Context: an optimization exercise on an open-source flow, tuned for small area, a short achievable clock period and few clock cycles. The choices shown serve that exercise and are no tape-out recipe.
The RTL was checked by simulation tests, not by an equivalence proof against the original design.
The flow treats the clock pin as an ideal source, which a real chip does not have.
Power is estimated from default activity; no workload was simulated.

==> willow: inputs <==
==> flow/design.v <==
module fpp (
    input  wire         clk,
    input  wire         rst,           
    input  wire         in_valid,
    output wire         in_ready,
    input  wire [2:0]   in_kind,
    input  wire [7:0]   in_data,
    output wire [3:0]   status,
    output wire [6:0]   rxlen,
    output wire [191:0] sb             
);
    localparam [2:0] K_START = 3'd0;
    localparam [2:0] K_BYTE  = 3'd1;
    localparam [2:0] K_END   = 3'd2;
    localparam [2:0] K_ERROR = 3'd3;
    localparam [1:0] P_NF  = 2'd0;    
    localparam [1:0] P_INC = 2'd1;    
    localparam [1:0] P_CHK = 2'd2;    
    localparam [1:0] P_OK  = 2'd3;    
    reg [6:0]   rxlen_r;     
    reg [3:0]   status_r;
    reg [191:0] sb_r;
    reg [191:0] cand;        
    reg         clr;         
    reg         ldp;         
    reg         rdy;         
    reg         pbv;         
    reg [7:0]   pbd;         
    reg [1:0]   pst;
    reg         pok;         
    reg         prev42;      
    reg [4:0]   j;           
    reg [7:0]   acc_lo;      
    reg         acc_cy;      
    reg [4:0]   acc_hi;      
    reg         hi_ok;       
    assign in_ready = rdy;
    wire go      = in_valid & rdy;
    wire a_start = go & (in_kind == K_START);
    wire a_byte  = go & (in_kind == K_BYTE);
    wire a_end   = go & (in_kind == K_END);
    wire a_error = go & (in_kind == K_ERROR);
    wire a_parse = go & in_kind[2];
    wire infr  = (pst == P_INC);
    wire shift = clr | (pbv & infr & (j >= 5'd4) & (j < 5'd28));
    always @(posedge clk)
        if (shift)
            cand <= {cand[183:0], pbd & {8{~clr}}};
    wire load = ldp;
    integer k;
    always @(posedge clk)
        if (load)
            for (k = 0; k < 12; k = k + 1)
                sb_r[16*k +: 16] <= cand[191 - 16*k -: 16];
    reg [1:0] pst_n;
    always @* begin
        pst_n = pst;
        if (pbv) begin
            if (pst == P_NF && prev42 && pbd == 8'h4D)
                pst_n = P_INC;
            if (pst == P_INC && j == 5'd31)
                pst_n = (hi_ok && acc_lo == pbd) ? P_OK : P_CHK;
        end
        if (a_start || a_error)
            pst_n = P_NF;
    end
    always @(posedge clk) begin
        acc_hi <= acc_hi + {4'd0, acc_cy};
        acc_cy <= 1'b0;
        if (pbv) begin
            prev42 <= (pbd == 8'h42);
            if (pst == P_NF) begin
                acc_lo <= 8'h8F;         
                acc_hi <= 5'd0;
            end else begin
                if (j < 5'd30)
                    {acc_cy, acc_lo} <= {1'b0, acc_lo} + {1'b0, pbd};
                if (j == 5'd30)
                    hi_ok <= ({3'd0, acc_hi + {4'd0, acc_cy}} == pbd);
            end
        end
        if (a_start)
            prev42 <= 1'b0;
    end
    always @(posedge clk) begin
        pbd <= in_data;
        if (rst) begin
            clr      <= 1'b1;
            ldp      <= 1'b0;
            rdy      <= 1'b0;
            j        <= 5'd0;
            rxlen_r  <= 7'd0;
            status_r <= 4'd0;
            pbv      <= 1'b0;
            pst      <= P_NF;
            pok      <= 1'b0;
        end else if (clr) begin
            j   <= j + 5'd1;
            ldp <= (j == 5'd23);
            if (ldp) begin
                clr <= 1'b0;
                rdy <= 1'b1;
            end
        end else begin
            ldp <= a_parse & pok;
            rdy <= ~(a_parse & pok);
            pbv <= a_byte & ~rxlen_r[6] & ~(pbv & (rxlen_r == 7'd63));
            rxlen_r <= rxlen_r + {6'd0, pbv};
            pst <= pst_n;
            pok <= (pst_n == P_OK);
            if (pbv)
                j <= (pst == P_NF) ? 5'd2 : j + 5'd1;
            if (a_start)
                rxlen_r <= 7'd0;
            if (a_end)
                status_r <= 4'd0;
            if (a_error) begin
                rxlen_r  <= 7'd0;
                status_r <= 4'd8;
            end
            if (a_parse)
                case (pst)
                    P_NF:    status_r <= 4'd4;
                    P_INC:   status_r <= 4'd5;
                    P_CHK:   status_r <= 4'd3;
                    default: status_r <= 4'd0;
                endcase
        end
    end
    assign status = status_r;
    assign rxlen  = rxlen_r;
    assign sb     = sb_r;
endmodule
==> flow/flow/run.sh <==
#!/bin/bash
# The standard layout (standard.sh) with these changes:
#  - the port buffers are buf_1 cells instead of the slow delay cells that
#    buffer_ports picks by default;
#  - the clock tree uses larger sink clusters of clkbuf_16 (fewer buffers);
#  - after CTS, the clock port drives the tree's second level directly and
#    the root buffer is removed (clk_root.tcl), and each second-level
#    buffer is split in two, each half near its loads (clk_split.tcl): the
#    port drives 4 buffers, and every register still has the same number
#    of buffers on its clock path.
# Each step writes its full output to a log file of its own here.
set -euo pipefail
export BUFFER_PORTS_ARGS="-buffer_cell sky130_fd_sc_hd__buf_1"
export CTS_ARGS="-sink_clustering_enable -repair_clock_nets -buf_list sky130_fd_sc_hd__clkbuf_16 -sink_clustering_size 15 -sink_clustering_max_diameter 100 -sink_buffer_max_cap_derate 1.0"
bash standard.sh cts > make_to_cts.log 2>&1
R=orfs/results/${FLOW_PLATFORM}/fpp/base
ODB_IN=$R/4_1_cts.odb ODB_OUT=$R/4_1_cts.odb openroad -no_init -exit flow/clk_root.tcl > clk_root.log 2>&1
ODB_IN=$R/4_1_cts.odb ODB_OUT=$R/4_1_cts.odb openroad -no_init -exit flow/clk_split.tcl > clk_split.log 2>&1
cp $R/4_1_cts.odb $R/4_cts.odb
bash standard.sh finish > make_finish.log 2>&1
==> flow/flow/clk_root.tcl <==
read_db $::env(ODB_IN)
set block [ord::get_db_block]
set clknet [[$block findBTerm clk] getNet]
set roots {}
foreach it [$clknet getITerms] { lappend roots $it }
if {[llength $roots] != 1} { puts "clock port drives [llength $roots] pins; nothing done"; write_db $::env(ODB_OUT); exit }
set root [[lindex $roots 0] getInst]
set rootnet ""
foreach it [$root getITerms] { if {[$it isOutputSignal]} { set rootnet [$it getNet] } }
set loads {}
set ok 1
foreach it [$rootnet getITerms] {
  if {![$it isInputSignal]} continue
  lappend loads $it
  if {![string match "sky130_fd_sc_hd__clkbuf*" [[[$it getInst] getMaster] getName]]} { set ok 0 }
}
if {!$ok || [llength $loads] > 4 || [llength $loads] == 0} { puts "root drives [llength $loads] pins (all buffers: $ok); nothing done"; write_db $::env(ODB_OUT); exit }
foreach it $loads { $it disconnect; $it connect $clknet }
puts "removed root [$root getName]: [llength $loads] buffers now driven by the clock port"
odb::dbInst_destroy $root
odb::dbNet_destroy $rootnet
write_db $::env(ODB_OUT)
==> flow/flow/clk_split.tcl <==
read_db $::env(ODB_IN)
set block [ord::get_db_block]
set clknet [[$block findBTerm clk] getNet]
set mids {}
foreach it [$clknet getITerms] { lappend mids [$it getInst] }
if {[llength $mids] > 2} { puts "port drives [llength $mids] pins; nothing done"; write_db $::env(ODB_OUT); exit }
proc centroid {its} {
  set sx 0; set sy 0
  foreach it $its { set b [[$it getInst] getBBox]; set sx [expr {$sx + ([$b xMin] + [$b xMax]) / 2}]; set sy [expr {$sy + ([$b yMin] + [$b yMax]) / 2}] }
  return [list [expr {$sx / [llength $its]}] [expr {$sy / [llength $its]}]]
}
set n 0
foreach mid $mids {
  set out ""
  foreach it [$mid getITerms] { if {[$it isOutputSignal]} { set out [$it getNet] } }
  set loads {}
  foreach it [$out getITerms] { if {[$it isInputSignal]} { lappend loads $it } }
  if {[llength $loads] < 4} continue
  set xs {}; set ys {}
  foreach it $loads { set b [[$it getInst] getBBox]; lappend xs [$b xMin]; lappend ys [$b yMin] }
  set dx [expr {[tcl::mathfunc::max {*}$xs] - [tcl::mathfunc::min {*}$xs]}]
  set dy [expr {[tcl::mathfunc::max {*}$ys] - [tcl::mathfunc::min {*}$ys]}]
  set key [expr {$dx >= $dy ? "xMin" : "yMin"}]
  set sorted [lsort -command [list apply {{key a b} { expr {[[[$a getInst] getBBox] $key] - [[[$b getInst] getBBox] $key]} }} $key] $loads]
  set h [expr {[llength $sorted] / 2}]
  set keep [lrange $sorted 0 [expr {$h - 1}]]
  set move [lrange $sorted $h end]
  set master [$mid getMaster]
  set nb [odb::dbInst_create $block $master "clkbuf_split_${n}_clk"]
  set nn [odb::dbNet_create $block "clknet_split_${n}_clk"]
  $nn setSigType CLOCK
  foreach it [$nb getITerms] {
    if {[$it isOutputSignal]} { $it connect $nn } elseif {[$it isInputSignal]} { $it connect $clknet }
  }
  foreach it $move { $it disconnect; $it connect $nn }
  lassign [centroid $move] x y
  $nb setLocation [expr {$x - [$master getWidth] / 2}] [expr {$y - [$master getHeight] / 2}]
  $nb setPlacementStatus PLACED
  lassign [centroid $keep] x y
  $mid setLocation [expr {$x - [$master getWidth] / 2}] [expr {$y - [$master getHeight] / 2}]
  puts "split [$mid getName]: [llength $keep] loads kept, [llength $move] moved to [$nb getName]"
  incr n
}
detailed_placement
check_placement
write_db $::env(ODB_OUT)
==> flow/standard.sh <==
#!/bin/bash
# synth_recipe.tcl (not shown) runs the flow's synth.tcl, then flattens the netlist and writes it again
# the make line also repeats each setting of config.mk as NAME=value (left out here)
make -C /OpenROAD-flow-scripts/flow DESIGN_CONFIG=/design/flow/config.mk WORK_HOME=/design/flow/orfs CLKGATE_MAP_FILE= SYNTH_SCRIPT=/design/flow/synth_recipe.tcl "${@:-finish}"
==> flow/config.mk <==
export PLATFORM = sky130hd
export DESIGN_NAME = fpp
export DESIGN_NICKNAME = fpp
export VERILOG_FILES = /design/flow/design.v
export SDC_FILE = /design/flow/constraint.sdc
export NUM_CORES = 4
export LEC_CHECK = 0
export CAP_MARGIN = 20
export CORE_MARGIN = 2
export CORE_UTILIZATION = 55
export SETUP_SLACK_MARGIN = 3.75
export SLEW_MARGIN = 20
==> flow/constraint.sdc <==
create_clock -name core_clock -period 6.0 [get_ports {clk}]
set_input_delay 1.2000 -clock core_clock [delete_from_list [all_inputs] [get_ports {clk}]]
set_output_delay 1.2000 -clock core_clock [all_outputs]
set_load 0.01 [all_outputs]
==> amber: changes against willow <==
--- a/flow/flow/run.sh
+++ b/flow/flow/run.sh
@@ -11,7 +11,7 @@
 # Each step writes its full output to a log file of its own here.
 set -euo pipefail
 export BUFFER_PORTS_ARGS="-buffer_cell sky130_fd_sc_hd__buf_1"
-export CTS_ARGS="-sink_clustering_enable -repair_clock_nets -buf_list sky130_fd_sc_hd__clkbuf_16 -sink_clustering_size 15 -sink_clustering_max_diameter 100 -sink_buffer_max_cap_derate 1.0"
+export CTS_ARGS="-sink_clustering_enable -repair_clock_nets -buf_list sky130_fd_sc_hd__clkbuf_16 -sink_clustering_size 20 -sink_clustering_max_diameter 100 -sink_buffer_max_cap_derate 1.0"
 bash standard.sh cts > make_to_cts.log 2>&1
 R=orfs/results/${FLOW_PLATFORM}/fpp/base
 ODB_IN=$R/4_1_cts.odb ODB_OUT=$R/4_1_cts.odb openroad -no_init -exit flow/clk_root.tcl > clk_root.log 2>&1
Settings changed: SETUP_SLACK_MARGIN 3.75 to 3.65.
==> onyx: changes against willow <==
==> flow/design.v, changed modules only <==
module fpp (
    input  wire         clk,
    input  wire         rst,           
    input  wire         in_valid,
    output wire         in_ready,
    input  wire [2:0]   in_kind,
    input  wire [7:0]   in_data,
    output wire [3:0]   status,
    output wire [6:0]   rxlen,
    output wire [191:0] sb             
);
    localparam [2:0] K_START = 3'd0;
    localparam [2:0] K_BYTE  = 3'd1;
    localparam [2:0] K_END   = 3'd2;
    localparam [2:0] K_ERROR = 3'd3;
    localparam [1:0] P_NF  = 2'd0;    
    localparam [1:0] P_INC = 2'd1;    
    localparam [1:0] P_CHK = 2'd2;    
    localparam [1:0] P_OK  = 2'd3;    
    reg [6:0]   rxlen_r;     
    reg [3:0]   status_r;
    reg [191:0] sb_r;
    reg [191:0] cand;        
    reg         clr;         
    reg         clr_ld;      
    reg         rdy;         
    reg         pbv;         
    reg [7:0]   pbd;         
    reg [1:0]   pst;
    reg         pok;         
    reg         prev42;      
    reg [4:0]   j;           
    reg [12:0]  acc;         
    reg         hi_ok;       
    assign in_ready = rdy;
    wire go      = in_valid & rdy;
    wire a_start = go & (in_kind == K_START);
    wire a_byte  = go & (in_kind == K_BYTE);
    wire a_end   = go & (in_kind == K_END);
    wire a_error = go & (in_kind == K_ERROR);
    wire a_parse = go & in_kind[2];
    wire infr  = (pst == P_INC);
    wire shift = clr | (pbv & infr & (j >= 5'd4) & (j < 5'd28));
    always @(posedge clk)
        if (shift)
            cand <= {cand[183:0], pbd & {8{~clr}}};
    wire load = clr_ld | (in_valid & in_kind[2] & pok);
    integer k;
    always @(posedge clk)
        if (load)
            for (k = 0; k < 12; k = k + 1)
                sb_r[16*k +: 16] <= cand[191 - 16*k -: 16];
    reg [1:0] pst_n;
    always @* begin
        pst_n = pst;
        if (pbv) begin
            if (pst == P_NF && prev42 && pbd == 8'h4D)
                pst_n = P_INC;
            if (pst == P_INC && j == 5'd31)
                pst_n = (hi_ok && acc[7:0] == pbd) ? P_OK : P_CHK;
        end
        if (a_start || a_error)
            pst_n = P_NF;
    end
    always @(posedge clk) begin
        pbd <= in_data;
        if (rst) begin
            clr      <= 1'b1;
            clr_ld   <= 1'b0;
            rdy      <= 1'b0;
            j        <= 5'd0;
            rxlen_r  <= 7'd0;
            status_r <= 4'd0;
            pbv      <= 1'b0;
            pst      <= P_NF;
            pok      <= 1'b0;
            prev42   <= 1'b0;
        end else if (clr) begin
            j      <= j + 5'd1;
            clr_ld <= (j == 5'd23);
            if (clr_ld) begin
                clr <= 1'b0;
                rdy <= 1'b1;
            end
        end else begin
            pbv <= a_byte & ~rxlen_r[6] & ~(pbv & (rxlen_r == 7'd63));
            rxlen_r <= rxlen_r + {6'd0, pbv};
            pst <= pst_n;
            pok <= (pst_n == P_OK);
            if (pbv) begin
                prev42 <= (pbd == 8'h42);
                if (pst == P_NF) begin
                    j   <= 5'd2;
                    acc <= 13'h008F;     
                end else begin
                    j <= j + 5'd1;
                    if (j < 5'd30)
                        acc <= acc + {5'd0, pbd};
                    if (j == 5'd30)
                        hi_ok <= ({3'd0, acc[12:8]} == pbd);
                end
            end
            if (a_start) begin
                rxlen_r <= 7'd0;
                prev42  <= 1'b0;
            end
            if (a_end)
                status_r <= 4'd0;
            if (a_error) begin
                rxlen_r  <= 7'd0;
                status_r <= 4'd8;
            end
            if (a_parse)
                case (pst)
                    P_NF:    status_r <= 4'd4;
                    P_INC:   status_r <= 4'd5;
                    P_CHK:   status_r <= 4'd3;
                    default: status_r <= 4'd0;
                endcase
        end
    end
    assign status = status_r;
    assign rxlen  = rxlen_r;
    assign sb     = sb_r;
endmodule
--- a/flow/flow/run.sh
+++ b/flow/flow/run.sh
@@ -11,7 +11,7 @@
 # Each step writes its full output to a log file of its own here.
 set -euo pipefail
 export BUFFER_PORTS_ARGS="-buffer_cell sky130_fd_sc_hd__buf_1"
-export CTS_ARGS="-sink_clustering_enable -repair_clock_nets -buf_list sky130_fd_sc_hd__clkbuf_16 -sink_clustering_size 15 -sink_clustering_max_diameter 100 -sink_buffer_max_cap_derate 1.0"
+export CTS_ARGS="-sink_clustering_enable -repair_clock_nets -buf_list sky130_fd_sc_hd__clkbuf_16 -sink_clustering_size 25 -sink_clustering_max_diameter 100 -sink_buffer_max_cap_derate 1.0"
 bash standard.sh cts > make_to_cts.log 2>&1
 R=orfs/results/${FLOW_PLATFORM}/fpp/base
 ODB_IN=$R/4_1_cts.odb ODB_OUT=$R/4_1_cts.odb openroad -no_init -exit flow/clk_root.tcl > clk_root.log 2>&1
==> notes <==
Critical path depth, highest first: onyx, amber, willow.
Clock power: onyx < amber < willow.
Of amber and onyx, onyx has the higher utilization (gap 0.86 points).
The lowest first-iteration DRC count belongs to willow, the highest to amber.
Of willow and amber, willow has the higher register-to-register slack (gap 0.10 ns).
Of willow and amber, amber has the higher global-route usage (gap 0.072 points).
Sequential share of layout area, highest first: amber, onyx, willow.
Of onyx and willow, onyx has the higher final cell count (gap about 1.1%, measured against willow).
Between amber and willow, the lower setup slack is in amber (gap 0.051 ns).
Of amber and onyx, amber has the higher flip-flop and latch count (gap 1).
Via count: onyx > willow > amber.
Testbench counts of willow, summed over its fixed seeds: cycles 15,968.
Testbench counts of amber, summed over its fixed seeds: cycles 15,968.
Testbench counts of onyx, summed over its fixed seeds: cycles 15,751.

## static timing again, ports no longer ideal
In the flow no input, the clock included, has a driving cell. The finished layouts below were timed again as built, in two steps.
Step 1 sets driving cells, clkbuf_16 on the clock port and buf_2 on the other inputs (assumed; they add their load-dependent delay and slew).
Step 2 also shifts input and output timing later by t, the mid clock arrival at the registers, as if the neighbouring blocks saw the same clock.
a / b / c = no drivers / after step 1 / after step 2; a / b = the first two.
run	t (ns)	setup slack, ns	worst hold slack (ns)	clock arrival spread, ns
willow	0.427	3.860 / 3.768 / 3.675	0.416 / 0.416 / 0.416	0.019 / 0.020
amber	0.411	3.810 / 3.784 / 3.623	0.427 / 0.427 / 0.427	0.020 / 0.019
onyx	0.419	3.816 / 3.780 / 3.483	0.427 / 0.427 / 0.427	0.030 / 0.031
After both steps setup and hold are still met in every run listed. For onyx, which loses most, drivers alone change the setup slack by -0.036 ns; drivers and shift together by -0.333 ns.
